This is an optimization exercise on Yosys and OpenROAD, whose aim is small area and a short achievable clock period, not a production implementation. Power and IR drop assume default switching activity.

==> run a: inputs <==
==> flow/design.v <==
module fpconv_classify (
    input  wire [127:0] v,
    input  wire [1:0]   w,
    input  wire         en,
    output wire [2:0]   cls
);
    wire e32_nz = |v[30:23];
    wire e64_nz = |v[62:52];
    wire e80_nz = |v[78:64];
    wire f32_nz = |v[22:0];
    wire f64_nz = f32_nz | e32_nz | (|v[51:31]);
    wire m80_nz = f64_nz | e64_nz;
    wire f128_nz = m80_nz | v[63] | e80_nz | (|v[111:79]);
    reg ez, eo, fn, un;
    always @(*) begin
        case (w)
            2'd0:    begin ez = ~e32_nz;      eo = &v[30:23];   fn = f32_nz;  un = 1'b0;   end
            2'd1:    begin ez = ~e64_nz;      eo = &v[62:52];   fn = f64_nz;  un = 1'b0;   end
            2'd2:    begin ez = ~e80_nz;      eo = &v[78:64];   fn = m80_nz;  un = ~v[63]; end
            default: begin ez = ~|v[126:112]; eo = &v[126:112]; fn = f128_nz; un = 1'b0;   end
        endcase
    end
    assign cls[2] = en & ~ez & un;
    assign cls[1] = en & ~un & eo;
    assign cls[0] = en & (ez | (~un & eo & fn));
endmodule
module fpconv_core (
    input  wire [2:0]  op,
    input  wire [1:0]  wsel,
    input  wire [63:0] x0,
    input  wire [63:0] x1,
    input  wire [1:0]  layout,
    input  wire        host_le,
    output wire [63:0] y0,
    output wire [63:0] y1,
    output wire [2:0]  cls,
    output wire [1:0]  err
);
    wire le = host_le;
    wire op_encx = (op == 3'd0);
    wire op_decx = (op == 3'd1);
    wire op_f32  = (op[2:1] == 2'b01);
    wire op_f64  = (op[2:1] == 2'b10);
    wire op_cls  = (op == 3'd6);
    wire l_dbl  = (layout == 2'd0);
    wire l_x87  = (layout == 2'd1);
    wire l_quad = (layout == 2'd2);
    wire l_none = (layout == 2'd3);
    wire [14:0] x87_e = le ? x1[14:0] : x0[14:0];
    wire        x87_j = le ? x0[63]   : x1[63];
    wire        unrec = (|x87_e) & ~x87_j;
    assign err[1] = (op_encx | op_decx) & l_none;
    assign err[0] = op_encx & l_x87 & unrec;
    wire s_a    = op_encx & l_dbl;                    
    wire s_b_le = op_encx & l_x87 & ~unrec &  le;     
    wire s_b_be = op_encx & l_x87 & ~unrec & ~le;
    wire s_q_le = (op_encx | op_decx) & l_quad &  le;  
    wire s_q_be = (op_encx | op_decx) & l_quad & ~le;  
    wire s_d    = op_decx & l_dbl;                    
    wire s_e_le = op_decx & l_x87 &  le;              
    wire s_e_be = op_decx & l_x87 & ~le;
    wire s_hi   = s_q_be | op_f64;                    
    wire s_lo   = s_hi | op_f32;                      
    wire x_a = x0[62] ? (&x0[61:52]) : (|x0[61:52]);
    wire x_d = x0[58] ? (&x0[62:48]) : (|x0[62:48]);
    genvar i;
    generate
        for (i = 0; i < 16; i = i + 1) begin : g_y0a
            fpconv_ao8 u_ao (
                .s({s_a, s_b_le, s_b_be, s_q_le, s_lo,
                    s_d, s_e_le, s_e_be}),
                .d({x0[i+4], x0[i+16], x1[i+16], x1[i], x0[i],
                    (i < 4) ? x1[(i+60)%64] : x0[(i+60)%64],
                    x1[i+48], x0[i+48]}),
                .y(y0[i]));
        end
        for (i = 16; i < 62; i = i + 1) begin : g_y0b
            fpconv_ao7 u_ao (
                .s({s_a, s_b_le, s_b_be, s_q_le, (i < 32) ? s_lo : s_hi,
                    s_d, s_e_le}),
                .d({(i >= 58) ? x_a : x0[(i+4)%64],
                    (i < 48) ? x0[(i+16)%64] : x1[(i+16)%64],
                    (i < 48) ? x1[(i+16)%64] : x0[(i+16)%64],
                    x1[i], x0[i], x0[i-4], x0[i-16]}),
                .y(y0[i]));
        end
    endgenerate
    fpconv_ao6 u_y0_62 (
        .s({s_hi | s_a, s_d, s_b_le, s_b_be, s_q_le, s_e_le}),
        .d({x0[62], x_d, x1[14], x0[14], x1[62], x0[46]}),
        .y(y0[62]));
    fpconv_ao5 u_y0_63 (
        .s({s_hi | s_a | s_d, s_b_le, s_b_be, s_q_le, s_e_le}),
        .d({x0[63], x1[15], x0[15], x1[63], x0[47]}),
        .y(y0[63]));
    generate
        for (i = 0; i < 16; i = i + 1) begin : g_y1a
            fpconv_ao4 u_ao (
                .s({s_q_le, s_q_be, s_e_le, s_e_be}),
                .d({x0[i], x1[i], x0[i+48], x1[i+48]}),
                .y(y1[i]));
        end
        for (i = 16; i < 48; i = i + 1) begin : g_y1b
            fpconv_ao3 u_ao (
                .s({s_q_le, s_q_be, s_e_be}),
                .d({x0[i], x1[i], x0[i-16]}),
                .y(y1[i]));
        end
        for (i = 48; i < 60; i = i + 1) begin : g_y1c
            fpconv_ao5 u_ao (
                .s({s_b_le, s_b_be, s_q_le, s_q_be, s_e_be}),
                .d({x0[i-48], x1[i-48], x0[i], x1[i], x0[i-16]}),
                .y(y1[i]));
        end
        for (i = 60; i < 64; i = i + 1) begin : g_y1d
            fpconv_ao6 u_ao (
                .s({s_a, s_b_le, s_b_be, s_q_le, s_q_be, s_e_be}),
                .d({x0[i-60], x0[i-48], x1[i-48], x0[i], x1[i], x0[i-16]}),
                .y(y1[i]));
        end
    endgenerate
    fpconv_classify u_cls (.v({x1, x0}), .w(wsel), .en(op_cls), .cls(cls));
endmodule
module fpconv_ao3 (
    input  wire [2:0] s,
    input  wire [2:0] d,
    output wire       y
);
    assign y = |(s & d);
endmodule
module fpconv_ao4 (
    input  wire [3:0] s,
    input  wire [3:0] d,
    output wire       y
);
    assign y = |(s & d);
endmodule
module fpconv_ao5 (
    input  wire [4:0] s,
    input  wire [4:0] d,
    output wire       y
);
    assign y = |(s & d);
endmodule
module fpconv_ao6 (
    input  wire [5:0] s,
    input  wire [5:0] d,
    output wire       y
);
    assign y = |(s & d);
endmodule
module fpconv_ao7 (
    input  wire [6:0] s,
    input  wire [6:0] d,
    output wire       y
);
    assign y = |(s & d);
endmodule
module fpconv_ao8 (
    input  wire [7:0] s,
    input  wire [7:0] d,
    output wire       y
);
    assign y = |(s & d);
endmodule
module fpconv (
    input  wire        clk,
    input  wire [2:0]  op,
    input  wire [1:0]  wsel,
    input  wire [63:0] x0,
    input  wire [63:0] x1,
    input  wire [1:0]  layout,
    input  wire        host_le,
    output reg  [63:0] y0,
    output reg  [63:0] y1,
    output reg  [2:0]  cls,
    output reg  [1:0]  err
);
    wire [63:0] y0_d, y1_d;
    wire [2:0]  cls_d;
    wire [1:0]  err_d;
    fpconv_core u_core (
        .op(op), .wsel(wsel), .x0(x0), .x1(x1),
        .layout(layout), .host_le(host_le),
        .y0(y0_d), .y1(y1_d), .cls(cls_d), .err(err_d)
    );
    always @(posedge clk) begin
        y0  <= y0_d;
        y1  <= y1_d;
        cls <= cls_d;
        err <= err_d;
    end
endmodule
==> flow/flow/run.sh <==
#!/bin/bash
# Standard layout, but the port buffers are small plain buffers instead of
# the delay buffers buffer_ports picks by default, and CTS inserts no dummy
# loads. Each tool's full output stays in ./orfs/logs (ORFS) and ./std.log.
set -euo pipefail
export BUFFER_PORTS_ARGS="-buffer_cell sky130_fd_sc_hd__buf_2"
export CTS_ARGS="-sink_clustering_enable -repair_clock_nets -dont_use_dummy_load"
bash standard.sh finish > std.log 2>&1
==> flow/standard.sh <==
#!/bin/bash
# synth_recipe.tcl (not shown) runs the flow's synth.tcl, then flattens the netlist and writes it again
# the make line also repeats each setting of config.mk as NAME=value (left out here)
make -C /OpenROAD-flow-scripts/flow DESIGN_CONFIG=/design/flow/config.mk WORK_HOME=/design/flow/orfs CLKGATE_MAP_FILE= SYNTH_SCRIPT=/design/flow/synth_recipe.tcl "${@:-finish}"
==> flow/config.mk <==
export PLATFORM = sky130hd
export DESIGN_NAME = fpconv
export DESIGN_NICKNAME = fpconv
export VERILOG_FILES = /design/flow/design.v
export SDC_FILE = /design/flow/constraint.sdc
export NUM_CORES = 4
export LEC_CHECK = 0
export CAP_MARGIN = 20
export CORE_MARGIN = 2
export CORE_UTILIZATION = 30
export SETUP_SLACK_MARGIN = 3.0
export SLEW_MARGIN = 20
export SYNTH_HIERARCHICAL = 1
export SYNTH_MINIMUM_KEEP_SIZE = 0
==> flow/constraint.sdc <==
create_clock -name core_clock -period 5.0 [get_ports {clk}]
set_input_delay 1.0000 -clock core_clock [delete_from_list [all_inputs] [get_ports {clk}]]
set_output_delay 1.0000 -clock core_clock [all_outputs]
set_load 0.01 [all_outputs]
==> run b: changes against run a <==
==> flow/design.v, changed modules only <==
module fpconv_classify (
    input  wire [127:0] v,
    input  wire [1:0]   w,
    input  wire         en,
    output wire [2:0]   cls
);
    wire ez32  = ~|v[30:23];
    wire eo32  =  &v[30:23];
    wire fn32  =  |v[22:0];
    wire ez64  = ~|v[62:52];
    wire eo64  =  &v[62:52];
    wire fn64  =  |v[51:0];
    wire ez80  = ~|v[78:64];
    wire eo80  =  &v[78:64];
    wire j80   =  v[63];
    wire fn80  =  |v[62:0];
    wire ez128 = ~|v[126:112];
    wire eo128 =  &v[126:112];
    wire fn128 =  |v[111:0];
    reg ez, eo, fn, un;
    always @(*) begin
        case (w)
            2'd0:    begin ez = ez32;  eo = eo32;  fn = fn32;  un = 1'b0; end
            2'd1:    begin ez = ez64;  eo = eo64;  fn = fn64;  un = 1'b0; end
            2'd2:    begin ez = ez80;  eo = eo80;  fn = fn80;  un = ~j80; end
            default: begin ez = ez128; eo = eo128; fn = fn128; un = 1'b0; end
        endcase
    end
    assign cls[2] = en & ~ez & un;
    assign cls[1] = en & ~ez & ~un & eo;
    assign cls[0] = en & (ez | (~un & eo & fn));
endmodule
module fpconv_core (
    input  wire [2:0]  op,
    input  wire [1:0]  wsel,
    input  wire [63:0] x0,
    input  wire [63:0] x1,
    input  wire [1:0]  layout,
    input  wire        host_le,
    output wire [63:0] y0,
    output wire [63:0] y1,
    output wire [2:0]  cls,
    output wire [1:0]  err
);
    wire le = host_le;
    wire op_encx = (op == 3'd0);
    wire op_decx = (op == 3'd1);
    wire op_f32  = (op[2:1] == 2'b01);
    wire op_f64  = (op[2:1] == 2'b10);
    wire op_cls  = (op == 3'd6);
    wire l_dbl  = (layout == 2'd0);
    wire l_x87  = (layout == 2'd1);
    wire l_quad = (layout == 2'd2);
    wire l_none = (layout == 2'd3);
    wire [14:0] x87_e = le ? x1[14:0] : x0[14:0];
    wire        x87_j = le ? x0[63]   : x1[63];
    wire        unrec = (|x87_e) & ~x87_j;
    assign err[1] = (op_encx | op_decx) & l_none;
    assign err[0] = op_encx & l_x87 & unrec;
    wire s_a    = op_encx & l_dbl;                    
    wire s_b_le = op_encx & l_x87 & ~unrec &  le;     
    wire s_b_be = op_encx & l_x87 & ~unrec & ~le;
    wire s_q_le = (op_encx | op_decx) & l_quad &  le;  
    wire s_q_be = (op_encx | op_decx) & l_quad & ~le;  
    wire s_d    = op_decx & l_dbl;                    
    wire s_e_le = op_decx & l_x87 &  le;              
    wire s_e_be = op_decx & l_x87 & ~le;
    wire s_hi   = s_q_be | op_f64;                    
    wire s_lo   = s_hi | op_f32;                      
    wire x_a = x0[62] ? (&x0[61:52]) : (|x0[61:52]);
    wire x_d = x0[58] ? (&x0[62:48]) : (|x0[62:48]);
    genvar i;
    generate
        for (i = 0; i < 64; i = i + 1) begin : g_y
            wire a0 = (i >= 58 && i <= 61) ? x_a :
                      (i >= 62)            ? 1'b0 : x0[(i + 4) % 64];
            wire a1 = (i >= 60) ? x0[(i + 4) % 64] : 1'b0;
            wire bl0 = (i >= 48) ? x1[(i + 16) % 64] : x0[(i + 16) % 64];
            wire bb0 = (i >= 48) ? x0[(i + 16) % 64] : x1[(i + 16) % 64];
            wire bl1 = (i >= 48) ? x0[(i + 16) % 64] : 1'b0;
            wire bb1 = (i >= 48) ? x1[(i + 16) % 64] : 1'b0;
            wire d0 = (i == 62) ? x_d :
                      (i == 63) ? 1'b0 :
                      (i < 4)   ? x1[(i + 60) % 64] : x0[(i + 60) % 64];
            wire nl  = (i < 16) ? x1[(i + 48) % 64] : x0[(i + 48) % 64];
            wire nh  = (i < 16) ? x0[(i + 48) % 64] : 1'b0;
            wire h0 = (i < 32) ? s_lo :
                      (i == 63) ? (s_hi | s_a | s_d) :
                      (i == 62) ? (s_hi | s_a) : s_hi;
            assign y0[i] = (s_a    & a0)
                         | (s_b_le & bl0)
                         | (s_b_be & bb0)
                         | (s_q_le & x1[i])
                         | (h0     & x0[i])
                         | (s_d    & d0)
                         | (s_e_le & nl)
                         | (s_e_be & nh);
            assign y1[i] = (s_a    & a1)
                         | (s_b_le & bl1)
                         | (s_b_be & bb1)
                         | (s_q_le & x0[i])
                         | (s_q_be & x1[i])
                         | (s_e_le & nh)
                         | (s_e_be & nl);
        end
    endgenerate
    fpconv_classify u_cls (.v({x1, x0}), .w(wsel), .en(op_cls), .cls(cls));
endmodule
// module fpconv_ao3 removed
// module fpconv_ao4 removed
// module fpconv_ao5 removed
// module fpconv_ao6 removed
// module fpconv_ao7 removed
// module fpconv_ao8 removed
==> flow/run.sh (new file) <==
#!/bin/bash
# synth_recipe.tcl (not shown) runs the flow's synth.tcl, then flattens the netlist and writes it again
# the make line also repeats each setting of config.mk as NAME=value (left out here)
make -C /OpenROAD-flow-scripts/flow DESIGN_CONFIG=/design/flow/config.mk WORK_HOME=/design/flow/orfs CLKGATE_MAP_FILE= SYNTH_SCRIPT=/design/flow/synth_recipe.tcl finish
SETUP_SLACK_MARGIN = default   (was 3.0)
SYNTH_HIERARCHICAL = default   (was 1)
SYNTH_MINIMUM_KEEP_SIZE = default   (was 0)
removed: flow/flow/run.sh
removed: flow/standard.sh
==> qor summary <==
Met2 Usage GRT: run b 46.3%; run a 54.7%
Count of buffering cells on the critical path with inverters included: run b 2; run a 1
P_comb: run b 0.753 mW; run a 0.673 mW
Maximum number of pins on one net before global-route repair: run b 85; run a 69
Status: run b finished clean; run a finished clean
CP Max Fanout: run b 68; run a 8
Area Overhead vs Synth: run b 42.8%; run a 76.8%
Clock-cell share of area: run b 5.37%; run a 3.62%
Endpoint arrival time on the critical path: run b 3.83 ns; run a 2.75 ns
Drt total wl: run b 44.2 mm; run a 49.3 mm
Share of synthesized area occupied by flip-flops and latches: run b 33.9%; run a 40.0%
Main power-consuming group: run b clock; run a sequential cells
Number of distinct library cells after synthesis: run b 48; run a 37
Tightest Pin Transition: run b 0.958 ns; run a 0.831 ns
FMAX: run b 289 MHz; run a 408 MHz
Number of nets at the end of the flow: run b 1262; run a 1258
Worst hold slack: run b 1.26 ns; run a 0.821 ns
Global-route wire length before repair: run b 63.6 mm; run a 68.6 mm
Multi-input gates: run b 671; run a 573
Commonest non-fill, non-tap cell in the layout: run b clkdlybuf4s50_1; run a buf_2
Mux share of post-synthesis cell area: run b 6.12%; run a 0.339%
Die H: run b 166 um; run a 153 um
Power per unit of standard cell area: run b 288 mW/mm^2; run a 244 mW/mm^2
Placed cells: run b 1441; run a 1269
Area of the multi-input gates: run b 0.00454 mm^2; run a 0.00523 mm^2
No functional check of the RTL was part of any run of this note.

-- separate check: timing with driven ports --
Ports are ideal in the flow. The routed layouts listed here were re-timed in OpenROAD. Step 1 (the two cells are an assumption about what drives the block):
set clk [get_ports {clk}]
set_driving_cell -lib_cell sky130_fd_sc_hd__clkbuf_16 $clk
set_driving_cell -lib_cell sky130_fd_sc_hd__buf_2 [delete_from_list [all_inputs] $clk]
Step 2 moves the port delays by t, midway between the first and last clock arrival at a register: inputs arrive t later, outputs are due t later. That takes back most of the time a late clock gives input paths. Three values: ideal ports, drivers, drivers and shift; two values: the first two.
run | t, ns | setup WS [ns] | worst setup path after step 2 | cell pins on the clock port's net
run a | 0.481 | 2.551 / 2.555 / 2.073 | input to register | 1
run b | 0.478 | 1.534 / 1.558 / 1.080 | input to register | 1
After both steps every run listed still meets setup and hold. For run a, which loses most, drivers alone change the setup slack by +0.004 ns; drivers and shift together by -0.478 ns.
